What follows belongs to an exercise in optimizing a design on an open flow for small area, a short achievable clock period and few clock cycles; a production flow would make more cautious choices. In this exercise RTL edits were held to simulation tests only and were not proved equivalent to the original. Power figures rest on the tool's default switching activity, not on a simulated workload.

## the baseline
==> flow/design.v (excerpt) <==
module mav_encoder (
    input  wire        clk,
    input  wire        rst,         
    input  wire        cmd_valid,
    output wire        cmd_ready,
    input  wire [79:0] cmd_data,
    output reg         rsp_valid,
    output reg  [31:0] rsp_data,
    output reg         out_valid,
    output reg  [7:0]  out_data,
    output reg         out_last
);
    localparam [3:0] OP_INIT    = 4'h1;
    localparam [3:0] OP_BEGIN   = 4'h2;
    localparam [3:0] OP_FIELD   = 4'h3;
    localparam [3:0] OP_END     = 4'h4;
    localparam [3:0] OP_CRCINIT = 4'h5;
    localparam [3:0] OP_CRCBYTE = 4'h6;
    localparam [3:0] OP_RDREG   = 4'h7;
    localparam [3:0] E_UNKNOWN_ID  = 4'd2;
    localparam [3:0] E_MISSING     = 4'd3;
    localparam [3:0] E_UNSUPPORTED = 4'd4;
    localparam [3:0] E_RANGE       = 4'd5;
    localparam [3:0] E_TOO_LARGE   = 4'd6;
    localparam [3:0] E_PROTOCOL    = 4'd14;
    localparam [3:0] E_ILLEGAL     = 4'd15;
    localparam [1:0] M_HDR = 2'd0;      
    localparam [1:0] M_PAY = 2'd1;      
    localparam [1:0] M_CL  = 2'd2;      
    localparam [1:0] M_CH  = 2'd3;      
    function [15:0] crc_step;
        input [15:0] r_in;
        input [7:0]  b;
        reg   [15:0] r;
        integer      i;
        begin
            r = r_in ^ {b, 8'h00};
            for (i = 0; i < 8; i = i + 1)
                r = r[15] ? ((r << 1) ^ 16'h1021) : (r << 1);
            crc_step = r;
        end
    endfunction
    function [7:0] crc_extra;
        input [23:0] id;
        begin
            case (id)
                24'd0:   crc_extra = 8'd50;
                24'd1:   crc_extra = 8'd124;
                24'd30:  crc_extra = 8'd39;
                24'd33:  crc_extra = 8'd104;
                24'd74:  crc_extra = 8'd142;
                24'd251: crc_extra = 8'd170;
                24'd253: crc_extra = 8'd83;
                default: crc_extra = (id >= 24'd50000) ? (id[7:0] ^ id[15:8]) : 8'd0;
            endcase
        end
    endfunction
    reg [7:0]  sysid;           
    reg [7:0]  compid;          
    reg [7:0]  seq;
    reg        configured;
    reg        phase;           
    reg [3:0]  lasterr;
    reg [23:0] msgid;
    reg        mode;            
    reg [8:0]  plen;            
    reg [15:0] crc;
    reg [2047:0] pbuf;
    reg [7:0]  wbase;           
    reg [7:0]  wptr;            
    reg        v_r;
  ...
Size: ~7000 cells after synthesis, about 2400 flip-flops, about 130 I/O pins, ~98000 um^2 of cells after synthesis.
make LEC_CHECK=0 CAP_MARGIN=40 CORE_MARGIN=2 CORE_UTILIZATION=32 PLACE_DENSITY=0.5 SETUP_SLACK_MARGIN=4.5 SLEW_MARGIN=40 finish   # period 8.0 ns
run.sh (not shown) runs the stock make flow with config.mk's settings and CLKGATE_MAP_FILE= SYNTH_SCRIPT=/design/flow/synth_recipe.tcl, a recipe that flattens the netlist after the stock synthesis.
The baseline finished every step from synthesis to the final layout, and the layout passed the timing, DRC and antenna checks.
Testbench counts of the baseline, summed over its fixed seeds: cycles 8,843.
Modified inputs, the candidate compared to the baseline
diff --git a/flow/design.v b/flow/design.v
--- a/flow/design.v
+++ b/flow/design.v
@@ -88,26 +88,25 @@
     end
     always @(posedge clk) begin
         if (ready_r) begin
             c_r      <= cmd_data;
             is_field <= field_in;
             is_end   <= end_in;
             is_wait  <= wait_in;
         end
     end
     reg        em_busy;
     reg [1:0]  em_st;
     reg [3:0]  hcnt;            
-    reg [31:0] rd_row;          
-    reg [7:0]  rd_col;          
+    reg [7:0]  rd_ptr;          
     reg [7:0]  unread;          
     reg [7:0]  pdata;           
     reg        unr0_d;          
     reg        absorb;          
     reg [7:0]  f_len;           
     reg [7:0]  f_seq;
     reg [23:0] f_msgid;
     wire [3:0]  op      = c_r[79:76];
     wire [3:0]  f_wt    = c_r[75:72];
     wire        f_pres  = c_r[71];
     wire        f_empty = c_r[70];
     wire [64:0] f_val   = c_r[64:0];
@@ -153,44 +152,44 @@
             {1'b0, 4'd4}: f_in_range = ~|f_val[64:32];
             {1'b0, 4'd8}: f_in_range = ~f_val[64];
             {1'b1, 4'd1}: f_in_range = (&f_val[64:7])  || ~|f_val[64:7];
             {1'b1, 4'd2}: f_in_range = (&f_val[64:15]) || ~|f_val[64:15];
             {1'b1, 4'd4}: f_in_range = (&f_val[64:31]) || ~|f_val[64:31];
             default:      f_in_range = (&f_val[64:63]) || ~|f_val[64:63];
         endcase
     end
     wire [9:0] plen_sum  = {1'b0, plen} + {6'd0, f_width};
     wire [8:0] plen_add  = (plen_sum > 10'd256) ? 9'd256 : plen_sum[8:0];
     wire [63:0] fbytes = {f_val[63:8], (f_wt == 4'd10 && f_empty) ? 8'h41 : f_val[7:0]};
     wire [2:0]  c0     = wptr[2:0];
-    wire [127:0] rot2  = {fbytes, fbytes} << {c0, 3'b000};
-    wire [63:0] rot    = rot2[127:64];       
+    wire [63:0] rot    = {fbytes, fbytes} >> ((4'd8 - {1'b0, c0}) * 8);
     wire [31:0] rowsel = fld_exec ? (32'd1 << wptr[7:3]) : 32'd0;
     wire [7:0]  kmask  = {{4{f_width[3]}}, {2{f_width[3] | f_width[2]}},
                           ~f_width[0], 1'b1};
-    wire [15:0] cmask2 = {kmask, kmask} << c0;
-    wire [7:0]  cmask  = cmask2[15:8];       
+    wire [7:0]  cmask  = {kmask, kmask} >> (4'd8 - {1'b0, c0});
     wire [7:0]  colhi  = cmask & (8'hFF << c0);      
     wire [7:0]  collo  = cmask & ~(8'hFF << c0);     
     genvar gj;
     generate
         for (gj = 0; gj < 256; gj = gj + 1) begin : g_pbuf
             wire en = (rowsel[gj / 8] & colhi[gj % 8]) |
                       (rowsel[(gj / 8 + 31) % 32] & collo[gj % 8]);
             always @(posedge clk) begin
                 if (en)
                     pbuf[gj*8 +: 8] <= rot[(gj % 8)*8 +: 8];
             end
         end
     endgenerate
+    wire [31:0]  rd_row = 32'd1 << rd_ptr[7:3];
+    wire [7:0]   rd_col = 8'd1 << rd_ptr[2:0];
     reg  [31:0]  rd_part;       
     reg  [31:0]  rd_q;
     integer      rb, rj;
     always @(*) begin
         rd_part = 32'd0;
         for (rj = 0; rj < 256; rj = rj + 1)
             for (rb = 0; rb < 8; rb = rb + 1)
                 rd_part[(rj / 64)*8 + rb] = rd_part[(rj / 64)*8 + rb] |
                               (rd_row[rj / 8] & rd_col[rj % 8] & pbuf[rj*8 + rb]);
     end
     always @(posedge clk) begin
         rd_q  <= rd_part;
@@ -250,49 +249,46 @@
             configured <= 1'b0;
             phase      <= 1'b0;
             lasterr    <= 4'd0;
             msgid      <= 24'd0;
             mode       <= 1'b0;
             plen       <= 9'd0;
             crc        <= 16'hFFFF;
             wbase      <= 8'd0;
             wptr       <= 8'd0;
             em_busy    <= 1'b0;
             em_st      <= M_HDR;
             hcnt       <= 4'd0;
-            rd_row     <= 32'd1;
-            rd_col     <= 8'd1;
+            rd_ptr     <= 8'd0;
             unread     <= 8'd0;
             unr0_d     <= 1'b1;
             absorb     <= 1'b0;
             f_len      <= 8'd0;
             f_seq      <= 8'd0;
             f_msgid    <= 24'd0;
             rsp_valid  <= 1'b0;
             rsp_data   <= 32'd0;
             out_valid  <= 1'b0;
             out_data   <= 8'd0;
             out_last   <= 1'b0;
         end else begin
             rsp_valid <= 1'b0;
             out_valid <= 1'b0;
             unr0_d    <= (unread == 8'd0);
             out_last  <= 1'b0;
             if (em_busy) begin
                 crc       <= crc_nxt;
                 out_valid <= 1'b1;
                 if (fetch) begin
-                    rd_col <= {rd_col[6:0], rd_col[7]};
-                    if (rd_col[7])
-                        rd_row <= {rd_row[30:0], rd_row[31]};
+                    rd_ptr <= rd_ptr + 8'd1;
                     unread <= unread - 8'd1;
                 end
                 case (em_st)
                 M_HDR: begin
                     out_data <= hdr_byte;
                     absorb   <= (hcnt != 4'd0);
                     hcnt     <= hcnt + 4'd1;
                     if (hcnt == 4'd10)
                         em_st <= (f_len != 8'd0) ? M_PAY : M_CL;
                 end
                 M_PAY: begin
                     out_data <= pdata;
[summary]
- Per the comparison of the candidate with the baseline, number of buffers created by CTS now smaller, fraction of standard cell area in multi-input logic now larger.
- The required time of the worst setup path of the candidate is lower than that of the baseline.
- Later-pin clock latency in the skew report: the candidate < the baseline
- Compared with the baseline, the candidate shows sum of internal, switching and leakage power that has gone down slightly.
- | area after synthesis | the candidate vs the baseline | better |
Testbench counts of the candidate, summed over its fixed seeds: cycles 8,843.

==> static timing again, ports no longer ideal <==
The flow's constraints put no driver on any port. The routed layouts listed below were extracted and timed again, unchanged, in two steps.
Step 1 sets driving cells, clkbuf_16 on the clock port and buf_2 on the other inputs (assumed; they add their load-dependent delay and slew).
Step 2 also shifts input and output timing later by t, the mid clock arrival at the registers, as if the neighbouring blocks saw the same clock.
Slacks: ideal ports / drivers / drivers and shift; pairs: ideal ports / drivers.
run	t (ns)	slack for setup (ns)	hold WS [ns]	clock arrival spread, ns
the baseline	1.012	4.245 / 4.245 / 4.245	0.450 / 0.450 / 0.450	0.093 / 0.093
the candidate	0.967	4.338 / 4.338 / 3.844	0.452 / 0.452 / 0.452	0.118 / 0.119
After both steps setup and hold are still met in every run listed. For the candidate, which loses most, drivers alone change the setup slack by 0.000 ns; drivers and shift together by -0.494 ns.
